This design comes from an exercise in tuning for small area, a short achievable clock period and few clock cycles per item on the open sky130 flow, not from production work. Function was checked by simulation only, so behaviour that the tests miss may differ from the original.

## flow/config.mk

```make
export PLATFORM = sky130hd
export DESIGN_NAME = dct8x8
export DESIGN_NICKNAME = dct8x8
export VERILOG_FILES = /design/flow/design.v
export SDC_FILE = /design/flow/constraint.sdc
export NUM_CORES = 4
export LEC_CHECK = 0
export CAP_MARGIN = 20
export CORE_MARGIN = 2
export CORE_UTILIZATION = 40
export PLACE_DENSITY = 0.6
export SLEW_MARGIN = 20
```

## flow/constraint.sdc

```tcl
create_clock -name core_clock -period 14.0 [get_ports {clk}]
set_input_delay 2.8000 -clock core_clock [delete_from_list [all_inputs] [get_ports {clk}]]
set_output_delay 2.8000 -clock core_clock [all_outputs]
set_load 0.01 [all_outputs]
```

## flow/design.v

```verilog
module dct8x8 (
    input  wire        clk,
    input  wire        rst,
    input  wire        in_valid,
    output wire        in_ready,
    input  wire [15:0] in_data,
    input  wire        in_inv,
    output wire        out_valid,
    input  wire        out_ready,
    output wire [15:0] out_data
);
    localparam S_LOAD = 2'd0;
    localparam S_P1   = 2'd1;
    localparam S_P2   = 2'd2;
    reg  [1:0]  state;
    reg  [5:0]  cnt;
    reg         inv;
    reg         issued;
    reg         out_valid_r;
    reg  [15:0] out_data_r;
    reg  signed [15:0] xbuf [0:63];    
    reg  signed [20:0] tbuf [0:63];    
    function automatic signed [11:0] acoef(input [2:0] k, input [2:0] n);
        case ({k, n})
            6'o00: acoef = 12'sd1448;
            6'o01: acoef = 12'sd1448;
            6'o02: acoef = 12'sd1448;
            6'o03: acoef = 12'sd1448;
            6'o04: acoef = 12'sd1448;
            6'o05: acoef = 12'sd1448;
            6'o06: acoef = 12'sd1448;
            6'o07: acoef = 12'sd1448;
            6'o10: acoef = 12'sd2009;
            6'o11: acoef = 12'sd1703;
            6'o12: acoef = 12'sd1138;
            6'o13: acoef = 12'sd400;
            6'o14: acoef = -12'sd400;
            6'o15: acoef = -12'sd1138;
            6'o16: acoef = -12'sd1703;
            6'o17: acoef = -12'sd2009;
            6'o20: acoef = 12'sd1892;
            6'o21: acoef = 12'sd784;
            6'o22: acoef = -12'sd784;
            6'o23: acoef = -12'sd1892;
            6'o24: acoef = -12'sd1892;
            6'o25: acoef = -12'sd784;
            6'o26: acoef = 12'sd784;
            6'o27: acoef = 12'sd1892;
            6'o30: acoef = 12'sd1703;
            6'o31: acoef = -12'sd400;
            6'o32: acoef = -12'sd2009;
            6'o33: acoef = -12'sd1138;
            6'o34: acoef = 12'sd1138;
            6'o35: acoef = 12'sd2009;
            6'o36: acoef = 12'sd400;
            6'o37: acoef = -12'sd1703;
            6'o40: acoef = 12'sd1448;
            6'o41: acoef = -12'sd1448;
            6'o42: acoef = -12'sd1448;
            6'o43: acoef = 12'sd1448;
            6'o44: acoef = 12'sd1448;
            6'o45: acoef = -12'sd1448;
            6'o46: acoef = -12'sd1448;
            6'o47: acoef = 12'sd1448;
            6'o50: acoef = 12'sd1138;
            6'o51: acoef = -12'sd2009;
            6'o52: acoef = 12'sd400;
            6'o53: acoef = 12'sd1703;
            6'o54: acoef = -12'sd1703;
            6'o55: acoef = -12'sd400;
            6'o56: acoef = 12'sd2009;
            6'o57: acoef = -12'sd1138;
            6'o60: acoef = 12'sd784;
            6'o61: acoef = -12'sd1892;
            6'o62: acoef = 12'sd1892;
            6'o63: acoef = -12'sd784;
            6'o64: acoef = -12'sd784;
            6'o65: acoef = 12'sd1892;
            6'o66: acoef = -12'sd1892;
            6'o67: acoef = 12'sd784;
            6'o70: acoef = 12'sd400;
            6'o71: acoef = -12'sd1138;
            6'o72: acoef = 12'sd1703;
            6'o73: acoef = -12'sd2009;
            6'o74: acoef = 12'sd2009;
            6'o75: acoef = -12'sd1703;
            6'o76: acoef = 12'sd1138;
            6'o77: acoef = -12'sd400;
            default: acoef = 12'sd0;
        endcase
    endfunction
    wire [2:0] hi = cnt[5:3];
    wire [2:0] lo = cnt[2:0];
    reg signed [20:0] opnd [0:7];
    reg signed [11:0] coef [0:7];
    integer j;
    always @* begin
        for (j = 0; j < 8; j = j + 1) begin
            if (state == S_P1) begin
                if (!inv) begin
                    opnd[j] = {{5{xbuf[{hi, j[2:0]}][15]}}, xbuf[{hi, j[2:0]}]};
                    coef[j] = acoef(lo, j[2:0]);
                end else begin
                    opnd[j] = {{5{xbuf[{j[2:0], lo}][15]}}, xbuf[{j[2:0], lo}]};
                    coef[j] = acoef(j[2:0], hi);
                end
            end else begin
                if (!inv) begin
                    opnd[j] = tbuf[{j[2:0], lo}];
                    coef[j] = acoef(hi, j[2:0]);
                end else begin
                    opnd[j] = tbuf[{hi, j[2:0]}];
                    coef[j] = acoef(j[2:0], lo);
                end
            end
        end
    end
    reg signed [35:0] sum;
    always @* begin
        sum = 36'sd0;
        for (j = 0; j < 8; j = j + 1)
            sum = sum + opnd[j] * coef[j];
    end
    wire signed [35:0] rnd1 = sum + 36'sd256;
    wire signed [35:0] rnd2 = sum + 36'sd16384;
    wire signed [20:0] p1_res = rnd1[29:9];
    wire signed [15:0] p2_res = rnd2[30:15];
    assign in_ready  = (state == S_LOAD);
    assign out_valid = out_valid_r;
    assign out_data  = out_data_r;
    always @(posedge clk) begin
        if (rst) begin
            state       <= S_LOAD;
            cnt         <= 6'd0;
            inv         <= 1'b0;
            issued      <= 1'b0;
            out_valid_r <= 1'b0;
        end else begin
            case (state)
                S_LOAD: begin
                    if (in_valid) begin
                        xbuf[cnt] <= in_data;
                        if (cnt == 6'd0)
                            inv <= in_inv;
                        cnt <= cnt + 6'd1;
                        if (cnt == 6'd63)
                            state <= S_P1;
                    end
                end
                S_P1: begin
                    tbuf[cnt] <= p1_res;
                    cnt <= cnt + 6'd1;
                    if (cnt == 6'd63)
                        state <= S_P2;
                end
                S_P2: begin
                    if (!out_valid_r || out_ready) begin
                        if (issued) begin
                            out_valid_r <= 1'b0;
                            issued      <= 1'b0;
                            state       <= S_LOAD;
                        end else begin
                            out_valid_r <= 1'b1;
                            out_data_r  <= p2_res;
                            cnt         <= cnt + 6'd1;
                            if (cnt == 6'd63)
                                issued <= 1'b1;
                        end
                    end
                end
                default: state <= S_LOAD;
            endcase
        end
    end
endmodule
```

## flow/run.sh

```bash
#!/bin/bash
# synth_recipe.tcl (not shown) runs the flow's synth.tcl, then flattens the netlist and writes it again
# the make line also repeats each setting of config.mk as NAME=value (left out here)
make -C /OpenROAD-flow-scripts/flow DESIGN_CONFIG=/design/flow/config.mk WORK_HOME=/design/flow/orfs CLKGATE_MAP_FILE= SYNTH_SCRIPT=/design/flow/synth_recipe.tcl finish
```

==> qor.csv <==
stage,metric,value,unit
status,status,finished clean,
route,overall routed net length,742000,um
timing,final period demand of the worst path,13.61,ns
clocking,clock-pin slew on the worst setup and hold paths,0.06,ns
route,average via count per standard cell,6.19,
route,number of DRC violations after detailed routing,0,
clocking,number of buffers added to fix hold violations after cts,0,
clocking,number of CTS-inserted buffers,236,
timing,worst clock skew on the final layout,0.102,ns
worst_setup_path,CP Data Required Time,14.73,ns
synth,post-synth cell types,89,
synth,total standard cell area after synthesis,181000,sq um
floorplanning,site row count,247,
route,number of nets still failing antenna checks after routing,0,
synth,"FFs w/ async S/R, synth",0,
worst_setup_path,CP max stage delay,1.10,ns
synth,most instantiated cells after synthesis,"2,384 x sky130_fd_sc_hd__edfxtp_1, 2,148 x sky130_fd_sc_hd__inv_1, 2,084 x sky130_fd_sc_hd__fa_1",
flow_run,# Max-Cap Violations,0,
synth,top-area cell type share of the netlist area,0.395,
clocking,number of buffers between clock root and the deepest sink,4,
timing,final total negative setup slack,0,ns
clocking,CTS HTree Levels,4,
synth,syn nets,15600,
grt,GR Util All Layers,0.321,
worst_setup_path,R2R Path End,tbuf[3][19],
clocking,cell at the root of the clock tree,sky130_fd_sc_hd__clkbuf_16,
grt,antenna violations before repair,43,
floorplanning,Die Footprint,458000,sq um
synth,flip-flop and latch count after synthesis,2401,
layout,area growth from synthesis to final layout,11.5,%
synth,"Top FF cell, synth",sky130_fd_sc_hd__edfxtp_1,
timing,highest achievable clock rate,0.0735,GHz
worst_setup_path,slowest cell on the critical path,sky130_fd_sc_hd__or4_1,
placed_design,input/output buffers,38,
worst_setup_path,type of the worst setup path,register to register,
synth,Synthesis Warnings,3,
grt,via count of the first global-routing pass,121000,
grt,wire length of the first global-routing pass,1000000,um
route,per-cell routed wire length,37.7,um
floorplanning,Core Region,452000,sq um
grt,grt total ovfl,0,
synth,biggest area consumer among synthesized cells,sky130_fd_sc_hd__edfxtp_1,
floorplanning,initial cell density of the core,0.401,
timing,final number of hold-violating endpoints,0,
timing,Slew Limit Fails,0,
synth,synthesized netlist cell count,13200,
placed_design,Setup Slack @ Placement,0.0710,ns
timing,RSZ-0062 raised after global routing,false,
placed_design,GP Congestion,1.09,
worst_hold_path,hold path depth,2,
timing,measured slew at the worst slew-check pin,1.31,ns
clocking,"Clk Latency, worst-skew pair",0.95,ns
clocking,TritonCTS clock tree,built,
synth,Post-synth EDFFs,2384,
layout,layout cells sized above 1,0.202,
timing,setup ws final,0.391,ns
layout,number of nets at the end of the flow,15900,
worst_hold_path,Hold WC Path Type,register to register,
floorplanning,total I/O pin count,39,
route,First DRT Iteration DRCs,19300,
worst_setup_path,critical path capture point type,register,
placed_design,detailed placement HPWL,562000,um
worst_hold_path,hold wc startpoint,out_valid_r,
timing,final setup violation count,0,
worst_setup_path,crit start category,register,
worst_hold_path,capture endpoint of the worst hold path,out_valid_r,
timing,worst rel slew slack,0.102,
synth,fraction of the yosys area taken by sequential cells,0.397,
worst_setup_path,cell mode on critical path,sky130_fd_sc_hd__fa_1,
route,Detailed Routing Iterations Pass 1,9,
route,Via Count,122000,
floorplanning,vertical extent of the die,677,um
grt,largest net degree at the start of global routing,96,
worst_setup_path,highest net fanout along the worst path,64,
worst_setup_path,reg-to-reg setup timing slack,0.39,ns
worst_setup_path,critical path data arrival time,14.33,ns
floorplanning,Die Wd,677,um
worst_setup_path,Worst Reg2Reg Path Length in Cells,34,
clocking,number of clock sinks seen by CTS,2401,
timing,Tcrit/Tclk final,0.972,
synth,synth top area cells,"sky130_fd_sc_hd__edfxtp_1 40%, sky130_fd_sc_hd__fa_1 23%, sky130_fd_sc_hd__mux4_2 15%",
synth,syn_area_per_cell,13.7,sq um
synth,most common cell in the netlist,sky130_fd_sc_hd__edfxtp_1,
## sequential cells by signal, indices dropped and copies added, names as in the netlist, named ones only
name         count
xbuf          1024
inv              1
issued           1
cnt              6
out_valid_r      1
state            2
tbuf          1344
out_data_r      16
## logic make-up after synthesis
family	count (synthesis)	synth area share
adders and majority gates	2414	0.253
AOI/OAI and AO/OA	737	0.0274
DFF	2401	0.397
xor gates and xnor gates	175	0.00869
muxes	1772	0.180
and+or+nand+nor	2749	0.0676
buffers and inverters	2934	0.0658
## cell type report
class | count | area [sq um]
Antenna cell | 60 | 150
Fill cell | 40400 | 250000
Tap cell | 5976 | 7480
Inverter | 2152 | 8080
Timing Repair Buffer | 824 | 7460
Clock inverter | 166 | 1750
Multi-Input combinational cell | 7847 | 99100
Sequential cell | 2401 | 72000
Clock buffer | 265 | 6060
## worst max path at each step
| stage | end | start | slack (ns) |
|---|---|---|---|
| 3_5_place_dp | tbuf[9][18] | register | 0.07 |
| 6_report | tbuf[3][19] | register | 0.39 |
| 2_1_floorplan | tbuf[0][18] | register | 0.09 |
| 5_1_grt | tbuf[55][8] | cnt[5] | 0.04 |
| 3_3_place_gp | tbuf[25][18] | register | 0.16 |
| 4_1_cts | tbuf[9][18] | register | 0.06 |
## per-stage QoR
stage | utilization | hold WS, ns | instances | area (sq um)
4_1_cts | 0.446 | 0.541 | 19600 | 201000
2_1_floorplan | - | 0.532 | 13200 | 181000
6_report | 0.447 | 0.532 | 19700 | 202000
5_1_grt | 0.447 | 0.559 | 19700 | 202000
3_5_place_dp | 0.429 | 0.526 | 19200 | 194000
3_3_place_gp | 0.428 | 0.523 | 19200 | 193000
## timing repair
| item | in CTS | in global routing |
|---|---|---|
| gates resized for setup | 0 | 5 |
| buffers inserted | 0 | 9 |
| endpoints found under the setup margin | 0 | 771 |
## routing by layer
| layer | vias to the layer above | wire (um) | global-route usage |
|---|---|---|---|
| li1 | 46100 | - | - |
| met1 | 64300 | 254000 | 0.395 |
| met2 | 9456 | 316000 | 0.463 |
| met3 | 1924 | 99400 | 0.109 |
| met4 | 8 | 72600 | 0.250 |
| met5 | - | 500 | 0.00719 |
## placed cells by master, fill, tap and decap left out, drive strengths merged, types with 95 or more instances in the layout
master	n
a21oi	128
and2	289
buf	802
clkbuf	265
clkinv	95
edfxtp	2384
fa	2084
ha	330
inv	2168
mux2i	561
mux4	1188
nand2	1254
nor2	700
nor2b	165
o21ai	132
o22ai	185
xnor2	139
## critical path: cells and delay by family, from the launching register on
| family | cells | cell delay [ns] |
|---|---|---|
| adder cells (fa/ha/maj) | 13 | 6.28 |
| AO/OA/AOI/OAI | 3 | 0.90 |
| buffers and inverters | 6 | 0.97 |
| AND/OR/NAND/NOR | 8 | 2.74 |
| multiplexers | 2 | 1.25 |
| flip-flops | 1 | 0.63 |
| XOR/XNOR | 2 | 0.53 |
Testbench counts, summed over its fixed seeds: cycles 98,816, blocks 512.

-- separate check: timing with driven ports --
The flow's constraints put no driver on any port. The routed layout listed below was extracted and timed again, unchanged, in two steps. Step 1: set_driving_cell puts a clkbuf_16 on clk and a buf_2 on each other input, an assumption about the parent block. Step 2 moves the port delays by t, midway between the first and last clock arrival at a register: inputs arrive t later, outputs are due t later. That takes back most of the time a late clock gives input paths. Three values: no drivers, after step 1, after step 2; two values: the first two.
t, ns: 1.007
setup slack, ns: 0.391 / 0.391 / 0.391
hold WS [ns]: 0.532 / 0.532 / 0.532
After both steps this run still meets setup and hold. The setup slack of this run moves by 0.000 ns with the drivers and by 0.000 ns with both steps.
